Context: an optimization exercise on an open-source flow, tuned for a short achievable clock period and few clock cycles per item. The choices shown serve that exercise and are no tape-out recipe.
Only simulation tests tie the RTL to the original design; equivalence was not proved.
The flow treats the clock pin as an ideal source. Dropping or thinning the clock tree relies on that and would not hold on a real chip.

==> 11-13: inputs <==
Design dnp3_rx, start of the top module:
module dnp3_rx (
    input  wire        clk,
    input  wire        rst,
    input  wire        cmd_valid,
    output reg         cmd_ready,
    input  wire [8:0]  cmd_len,
    input  wire        in_valid,
    output reg         in_ready,
    input  wire [31:0] in_data,
    output reg         res_valid,
    output reg  [3:0]  res_err,
    output reg  [16:0] res_mask,
    output reg  [6:0]  res_sum,
    output reg  [4:0]  res_nblk,
    output reg  [7:0]  res_len,
    output reg  [7:0]  res_ctrl,
    output reg  [15:0] res_dst,
    output reg  [15:0] res_src
);
Settings: LEC_CHECK=0, ABC_CLOCK_PERIOD_IN_PS=2000, CAP_MARGIN=20, CORE_MARGIN=2, CORE_UTILIZATION=40, CTS_CLUSTER_DIAMETER=60, CTS_CLUSTER_SIZE=25, PLACE_DENSITY=0.6, SLEW_MARGIN=20, SYNTH_HIERARCHICAL=1; clock period 8.0 ns.
standard.sh (not shown) runs the stock make flow with config.mk's settings and CLKGATE_MAP_FILE= SYNTH_SCRIPT=/design/flow/synth_recipe.tcl, a recipe that flattens the netlist after the stock synthesis.
==> flow/flow/run.sh <==
#!/bin/bash
set -euo pipefail
export SETUP_SLACK_MARGIN=5.6
export POST_CTS_TCL="$PWD/flow/clock_top.tcl"
bash standard.sh > standard.log 2>&1
==> flow/flow/clock_top.tcl <==
# Rebuild the top of the clock tree that CTS made. CTS gives a root buffer,
# one H-tree level of buffers and the leaf buffers that drive the flip-flops.
# Here the root and H-tree buffers are replaced by NROOT buffers placed next
# to the clock port, each driving the leaf buffers of one part of the die, so
# every flip-flop's clock passes two buffers instead of three. The leaf
# buffers and their flip-flop clusters are kept as CTS made them.
proc rebuild_clock_top {nroot} {
  set db [ord::get_db]
  set block [ord::get_db_block]
  set clknet [$block findNet clk]
  set master [$db findMaster sky130_fd_sc_hd__clkbuf_16]

  # walk the buffer tree from the clock port: a buffer that drives a
  # flip-flop is a leaf; one that drives buffers is above the leaves; cells
  # whose output drives nothing are CTS's dummy loads
  set tree {}
  set leaves {}
  set front [list $clknet]
  while {[llength $front]} {
    set next {}
    foreach net $front {
      foreach it [$net getITerms] {
        if {[$it isOutputSignal]} continue
        set inst [$it getInst]
        set on "NULL"
        foreach ot [$inst getITerms] {
          if {[$ot isOutputSignal] && [$ot getNet] ne "NULL"} { set on [$ot getNet] }
        }
        if {$on eq "NULL"} { lappend tree $inst; continue }
        if {![string match "sky130_fd_sc_hd__clkbuf_*" [[$inst getMaster] getName]]} {
          error "clock top: unexpected cell [$inst getName] in the clock tree"
        }
        set nff 0
        foreach lt [$on getITerms] {
          if {[$lt getInst] == $inst} continue
          if {[string match "*__*df*" [[[$lt getInst] getMaster] getName]]} { incr nff }
        }
        if {$nff > 0} {
          lappend leaves $inst
        } else {
          lappend tree $inst
          lappend next $on
        }
      }
    }
    set front $next
  }
  puts "clock top: [llength $tree] root/H-tree/dummy buffers, [llength $leaves] leaf buffers"

  # leaf buffers' inputs are left unconnected for now
  foreach leaf $leaves { [$leaf findITerm A] disconnect }
  foreach inst $tree {
    set nets {}
    foreach it [$inst getITerms] {
      if {[$it getNet] ne "NULL" && [$it isOutputSignal]} { lappend nets [$it getNet] }
      $it disconnect
    }
    odb::dbInst_destroy $inst
    foreach on $nets {
      if {[llength [$on getITerms]] == 0 && [llength [$on getBTerms]] == 0} { odb::dbNet_destroy $on }
    }
  }

  # clock port position, pulled inside the core
  set bt [$block findBTerm clk]
  set bb [$bt getBBox]
  set px [expr {([$bb xMin] + [$bb xMax]) / 2}]
  set py [expr {([$bb yMin] + [$bb yMax]) / 2}]
  set core [$block getCoreArea]
  set px [expr {max([$core xMin], min([$core xMax] - 20000, $px))}]
  set py [expr {max([$core yMin], min([$core yMax] - 5440, $py))}]

  # split the leaves into nroot groups by angle around the die centre
  set die [$block getDieArea]
  set cx [expr {([$die xMin] + [$die xMax]) / 2.0}]
  set cy [expr {([$die yMin] + [$die yMax]) / 2.0}]
  set keyed {}
  foreach leaf $leaves {
    set b [$leaf getBBox]
    set x [expr {([$b xMin] + [$b xMax]) / 2.0}]
    set y [expr {([$b yMin] + [$b yMax]) / 2.0}]
    lappend keyed [list [expr {atan2($y - $cy, $x - $cx)}] $leaf]
  }
  set keyed [lsort -real -index 0 $keyed]
  set n [llength $keyed]
  for {set r 0} {$r < $nroot} {incr r} {
    set inst [odb::dbInst_create $block $master "clkbuf_root_${r}_clk"]
    $inst setLocation $px $py
    $inst setPlacementStatus PLACED
    [$inst findITerm A] connect $clknet
    set net [odb::dbNet_create $block "clknet_root_${r}_clk"]
    $net setSigType CLOCK
    [$inst findITerm X] connect $net
    set lo [expr {($n * $r) / $nroot}]
    set hi [expr {($n * ($r + 1)) / $nroot}]
    for {set i $lo} {$i < $hi} {incr i} {
      [[lindex $keyed $i 1] findITerm A] connect $net
    }
    puts "clock top: [$inst getName] drives [expr {$hi - $lo}] leaf buffers"
  }
  global_connect
}

# Run as ORFS's POST_CTS_TCL hook, after CTS and its timing repair.
rebuild_clock_top 4
detailed_placement
check_placement -verbose
estimate_parasitics -placement
report_clock_latency
==> inputs of 09-04, as changes to 11-13 <==
==> flow/flow/clock_top.tcl.proc (new file) <==
# Rebuild the top of the clock tree that CTS made. CTS gives a root buffer,
# one H-tree level of buffers and the leaf buffers that drive the flip-flops.
# Here the root and H-tree buffers are replaced by NROOT buffers placed next
# to the clock port, each driving the leaf buffers of one part of the die, so
# every flip-flop's clock passes two buffers instead of three. The leaf
# buffers and their flip-flop clusters are kept as CTS made them.
proc rebuild_clock_top {nroot} {
  set db [ord::get_db]
  set block [ord::get_db_block]
  set clknet [$block findNet clk]
  set master [$db findMaster sky130_fd_sc_hd__clkbuf_16]

  # walk the buffer tree from the clock port: a buffer that drives a
  # flip-flop is a leaf; one that drives buffers is above the leaves; cells
  # whose output drives nothing are CTS's dummy loads
  set tree {}
  set leaves {}
  set front [list $clknet]
  while {[llength $front]} {
    set next {}
    foreach net $front {
      foreach it [$net getITerms] {
        if {[$it isOutputSignal]} continue
        set inst [$it getInst]
        set on "NULL"
        foreach ot [$inst getITerms] {
          if {[$ot isOutputSignal] && [$ot getNet] ne "NULL"} { set on [$ot getNet] }
        }
        if {$on eq "NULL"} { lappend tree $inst; continue }
        if {![string match "sky130_fd_sc_hd__clkbuf_*" [[$inst getMaster] getName]]} {
          error "clock top: unexpected cell [$inst getName] in the clock tree"
        }
        set nff 0
        foreach lt [$on getITerms] {
          if {[$lt getInst] == $inst} continue
          if {[string match "*__*df*" [[[$lt getInst] getMaster] getName]]} { incr nff }
        }
        if {$nff > 0} {
          lappend leaves $inst
        } else {
          lappend tree $inst
          lappend next $on
        }
      }
    }
    set front $next
  }
  puts "clock top: [llength $tree] root/H-tree/dummy buffers, [llength $leaves] leaf buffers"

  # leaf buffers' inputs are left unconnected for now
  foreach leaf $leaves { [$leaf findITerm A] disconnect }
  foreach inst $tree {
    set nets {}
    foreach it [$inst getITerms] {
      if {[$it getNet] ne "NULL" && [$it isOutputSignal]} { lappend nets [$it getNet] }
      $it disconnect
    }
    odb::dbInst_destroy $inst
    foreach on $nets {
      if {[llength [$on getITerms]] == 0 && [llength [$on getBTerms]] == 0} { odb::dbNet_destroy $on }
    }
  }

  # clock port position, pulled inside the core
  set bt [$block findBTerm clk]
  set bb [$bt getBBox]
  set px [expr {([$bb xMin] + [$bb xMax]) / 2}]
  set py [expr {([$bb yMin] + [$bb yMax]) / 2}]
  set core [$block getCoreArea]
  set px [expr {max([$core xMin], min([$core xMax] - 20000, $px))}]
  set py [expr {max([$core yMin], min([$core yMax] - 5440, $py))}]

  # split the leaves into nroot groups by angle around the die centre
  set die [$block getDieArea]
  set cx [expr {([$die xMin] + [$die xMax]) / 2.0}]
  set cy [expr {([$die yMin] + [$die yMax]) / 2.0}]
  set keyed {}
  foreach leaf $leaves {
    set b [$leaf getBBox]
    set x [expr {([$b xMin] + [$b xMax]) / 2.0}]
    set y [expr {([$b yMin] + [$b yMax]) / 2.0}]
    lappend keyed [list [expr {atan2($y - $cy, $x - $cx)}] $leaf]
  }
  set keyed [lsort -real -index 0 $keyed]
  set n [llength $keyed]
  for {set r 0} {$r < $nroot} {incr r} {
    set inst [odb::dbInst_create $block $master "clkbuf_root_${r}_clk"]
    $inst setLocation $px $py
    $inst setPlacementStatus PLACED
    [$inst findITerm A] connect $clknet
    set net [odb::dbNet_create $block "clknet_root_${r}_clk"]
    $net setSigType CLOCK
    [$inst findITerm X] connect $net
    set lo [expr {($n * $r) / $nroot}]
    set hi [expr {($n * ($r + 1)) / $nroot}]
    for {set i $lo} {$i < $hi} {incr i} {
      [[lindex $keyed $i 1] findITerm A] connect $net
    }
    puts "clock top: [$inst getName] drives [expr {$hi - $lo}] leaf buffers"
  }
  global_connect
}

Settings changed: CORE_UTILIZATION 40 to 65, CTS_CLUSTER_DIAMETER 60 to not set, CTS_CLUSTER_SIZE 25 to not set, PLACE_DENSITY 0.6 to 0.75.
==> inputs of 02-19, as changes to 11-13 <==
--- a/flow/design.v
+++ b/flow/design.v
@@ -145,33 +145,30 @@
     wire        r1_n   = first ? h_n3 : nr2;
     wire        r2_n   = first ? h_n4 : nr3;
     wire        r3_n   = first ? h_n5 : nr4;
     wire [14:0] cls_n  = beat_class(p_n, last_n, k_f, r1_n, r2_n, r3_n);
     wire        retire0 = nf && h_ne && h_z;      
     wire        pop     = (bv && first) || retire0;
     wire        push    = cmd_v1;
-    reg         v2, chk2, tok2, tile2, first2, sec2;
-    reg  [31:0] d2;
-    reg  [3:0]  emask2, nmask2, dn2;
-    reg  [1:0]  esel2;
-    reg  [4:0]  nblk2, blk2;
-    reg  [7:0]  ex2;
+    wire        v2     = bv;
+    wire        chk2   = bv && chk;
+    wire        tok2   = (bv && last) || retire0;
+    wire        tile2  = bv && tile_c;
+    wire        first2 = bv && first;
+    wire        sec2   = bv && nsec && !first;
+    wire [31:0] d2     = in_d1;
+    wire [3:0]  emask2 = emask;
+    wire [3:0]  nmask2 = nmask;
+    wire [3:0]  dn2    = dn;
+    wire [1:0]  esel2  = esel;
+    wire [4:0]  blk2   = blk;
+    wire [4:0]  nblk2  = blk + 5'd1;
+    wire [7:0]  ex2    = ex;
     always @(posedge clk) begin
         if (push) fq[fq_wp] <= c_ent;
-        d2     <= in_d1;
-        emask2 <= emask;
-        nmask2 <= nmask;
-        dn2    <= dn;
-        esel2  <= esel;
-        first2 <= bv && first;
-        sec2   <= bv && nsec && !first;
-        blk2  <= blk;
-        nblk2 <= blk + 5'd1;
-        ex2   <= ex;
-        tile2 <= bv && tile_c;
         if (bv) begin
             np    <= p_n;
             nrem  <= rem_n;
             nlast <= last_n;
             nr1   <= r1_n;
             nr2   <= r2_n;
             nr3   <= r3_n;
@@ -185,31 +182,25 @@
         end
         if (rst) begin
             fq_wp  <= 1'b0;
             fq_rp  <= 1'b0;
             fq_cnt <= 2'd0;
             zpend  <= 1'b0;
             nf     <= 1'b1;
-            v2     <= 1'b0;
-            chk2   <= 1'b0;
-            tok2   <= 1'b0;
             cmd_ready <= 1'b1;
             in_ready  <= 1'b0;
         end else begin
             in_ready <= 1'b1;
             if (push) fq_wp <= !fq_wp;
             if (pop)  fq_rp <= !fq_rp;
             fq_cnt <= fq_cnt + {1'b0, push} - {1'b0, pop};
             zpend  <= (push && c_zero) || (zpend && !retire0);
             cmd_ready <= !cmd_x && !(push && c_zero) && !(zpend && !retire0) &&
                          ({1'b0, fq_cnt} + {2'd0, push} < 3'd2);
             if (bv) nf <= last;
-            v2   <= bv;
-            chk2 <= bv && chk;
-            tok2 <= (bv && last) || retire0;
         end
     end
     wire [15:0] lt_w [0:3][0:4];
     genvar gl, gd;
     generate
         for (gl = 0; gl < 4; gl = gl + 1) begin : g_lane
             for (gd = 0; gd < 5; gd = gd + 1) begin : g_dist
==> flow/flow/run.sh (replaced) <==
#!/bin/bash
set -euo pipefail
export SETUP_SLACK_MARGIN=6.5
export POST_CTS_TCL="$PWD/flow/clock_top.tcl"
bash standard.sh > standard.log 2>&1
==> flow/flow/clock_top.tcl (replaced) <==
# Rebuild the clock tree that CTS made. CTS gives a root buffer, one H-tree
# level of buffers and the leaf buffers that drive the flip-flops, three
# buffers (six inverting stages) on every clock path. Here:
#  - the root and H-tree buffers are replaced by NROOT inverters (inv_16)
#    placed next to the clock port, each driving the leaf stage of one part
#    of the die;
#  - each leaf buffer is replaced, in place, by an inverter (inv_8) that
#    drives the same flip-flop cluster.
# Every flip-flop's clock then passes two inverters, so it keeps its
# polarity; the clusters are kept as CTS made them, so the tree stays
# balanced.
proc rebuild_clock_tree {nroot} {
  set db [ord::get_db]
  set block [ord::get_db_block]
  set clknet [$block findNet clk]
  set mroot [$db findMaster sky130_fd_sc_hd__inv_16]
  set mleaf [$db findMaster sky130_fd_sc_hd__inv_8]

  # walk the buffer tree from the clock port: a buffer that drives a
  # flip-flop is a leaf; one that drives buffers is above the leaves; cells
  # whose output drives nothing are CTS's dummy loads
  set tree {}
  set leaves {}
  set front [list $clknet]
  while {[llength $front]} {
    set next {}
    foreach net $front {
      foreach it [$net getITerms] {
        if {[$it isOutputSignal]} continue
        set inst [$it getInst]
        set on "NULL"
        foreach ot [$inst getITerms] {
          if {[$ot isOutputSignal] && [$ot getNet] ne "NULL"} { set on [$ot getNet] }
        }
        if {$on eq "NULL"} { lappend tree $inst; continue }
        if {![string match "sky130_fd_sc_hd__clkbuf_*" [[$inst getMaster] getName]]} {
          error "clock tree: unexpected cell [$inst getName] in the clock tree"
        }
        set nff 0
        foreach lt [$on getITerms] {
          if {[$lt getInst] == $inst} continue
          if {[string match "*__*df*" [[[$lt getInst] getMaster] getName]]} { incr nff }
        }
        if {$nff > 0} {
          lappend leaves $inst
        } else {
          lappend tree $inst
          lappend next $on
        }
      }
    }
    set front $next
  }
  puts "clock tree: [llength $tree] root/H-tree/dummy buffers, [llength $leaves] leaf buffers"

  # leaf buffers become inverters in the same place, inputs left open for now
  set leafinv {}
  set k 0
  foreach leaf $leaves {
    set on [[$leaf findITerm X] getNet]
    set loc [$leaf getLocation]
    foreach it [$leaf getITerms] { $it disconnect }
    odb::dbInst_destroy $leaf
    set inst [odb::dbInst_create $block $mleaf "clkinv_leaf_${k}_clk"]
    $inst setLocation [lindex $loc 0] [lindex $loc 1]
    $inst setPlacementStatus PLACED
    [$inst findITerm Y] connect $on
    lappend leafinv $inst
    incr k
  }
  foreach inst $tree {
    set nets {}
    foreach it [$inst getITerms] {
      if {[$it getNet] ne "NULL" && [$it isOutputSignal]} { lappend nets [$it getNet] }
      $it disconnect
    }
    odb::dbInst_destroy $inst
    foreach on $nets {
      if {[llength [$on getITerms]] == 0 && [llength [$on getBTerms]] == 0} { odb::dbNet_destroy $on }
    }
  }

  # clock port position, pulled inside the core
  set bt [$block findBTerm clk]
  set bb [$bt getBBox]
  set px [expr {([$bb xMin] + [$bb xMax]) / 2}]
  set py [expr {([$bb yMin] + [$bb yMax]) / 2}]
  set core [$block getCoreArea]
  set px [expr {max([$core xMin], min([$core xMax] - 20000, $px))}]
  set py [expr {max([$core yMin], min([$core yMax] - 5440, $py))}]

  # split the leaves into nroot groups by angle around the die centre
  set die [$block getDieArea]
  set cx [expr {([$die xMin] + [$die xMax]) / 2.0}]
  set cy [expr {([$die yMin] + [$die yMax]) / 2.0}]
  set keyed {}
  foreach leaf $leafinv {
    set b [$leaf getBBox]
    set x [expr {([$b xMin] + [$b xMax]) / 2.0}]
    set y [expr {([$b yMin] + [$b yMax]) / 2.0}]
    lappend keyed [list [expr {atan2($y - $cy, $x - $cx)}] $leaf]
  }
  set keyed [lsort -real -index 0 $keyed]
  set n [llength $keyed]
  for {set r 0} {$r < $nroot} {incr r} {
    set inst [odb::dbInst_create $block $mroot "clkinv_root_${r}_clk"]
    $inst setLocation $px $py
    $inst setPlacementStatus PLACED
    [$inst findITerm A] connect $clknet
    set net [odb::dbNet_create $block "clknet_root_${r}_clk"]
    $net setSigType CLOCK
    [$inst findITerm Y] connect $net
    set lo [expr {($n * $r) / $nroot}]
    set hi [expr {($n * ($r + 1)) / $nroot}]
    for {set i $lo} {$i < $hi} {incr i} {
      [[lindex $keyed $i 1] findITerm A] connect $net
    }
    puts "clock tree: [$inst getName] drives [expr {$hi - $lo}] leaf inverters"
  }
  global_connect
}

# Run as ORFS's POST_CTS_TCL hook, after CTS and its timing repair.
rebuild_clock_tree 4
detailed_placement
check_placement -verbose
estimate_parasitics -placement
report_clock_latency
Settings changed: CORE_UTILIZATION 40 to 70, CTS_CLUSTER_DIAMETER 60 to not set, CTS_CLUSTER_SIZE 25 to not set, PLACE_DENSITY 0.6 to 0.8.
==> summary.txt <==
11-13 passed the timing, DRC and antenna checks. 02-19 ran to the end with no violations. 09-04 finished with timing, DRC and antenna clean. Of 02-19 and 11-13, 11-13 has the higher cell count (gap about 9%, measured against 11-13). Fmax, highest first: 09-04, 02-19, 11-13. Critical path depth is the same in 11-13 and 09-04. Register-to-register slack: 09-04 is better than 02-19 (0.17 ns). Of 09-04 and 11-13, 09-04 has the higher first-iteration DRC count (gap about 30%, measured against 11-13).
Testbench counts of 11-13, summed over its fixed seeds: cycles 12,403, frames 320.
Testbench counts of 09-04, summed over its fixed seeds: cycles 12,403, frames 320.
Testbench counts of 02-19, summed over its fixed seeds: cycles 12,395, frames 320.

[port drivers added, routing unchanged]
In the flow no input, the clock included, has a driving cell. The finished layouts below were timed again as built, in two steps.
Step 1 (the two cells are an assumption about what drives the block):
set clk [get_ports {clk}]
set_driving_cell -lib_cell sky130_fd_sc_hd__clkbuf_16 $clk
set_driving_cell -lib_cell sky130_fd_sc_hd__buf_2 [delete_from_list [all_inputs] $clk]
Step 2 times the ports against the registers' clock, not the clock port: input delays grow and output delays shrink by t, the midpoint of the rising clock arrivals with the driver on.
Three values: ideal ports, drivers, drivers and shift; two values: the first two.
run	t (ns)	setup WS [ns]	clock arrival spread, ns
11-13	0.484	5.489 / 5.438 / 5.279	0.059 / 0.058
09-04	0.479	5.525 / 5.472 / 5.194	0.031 / 0.031
02-19	0.387	5.510 / 5.509 / 5.509	0.043 / 0.046
After both steps setup and hold are still met in every run listed. The setup slack of 09-04, which loses most, moves by -0.053 ns with the drivers and by -0.331 ns with both steps.
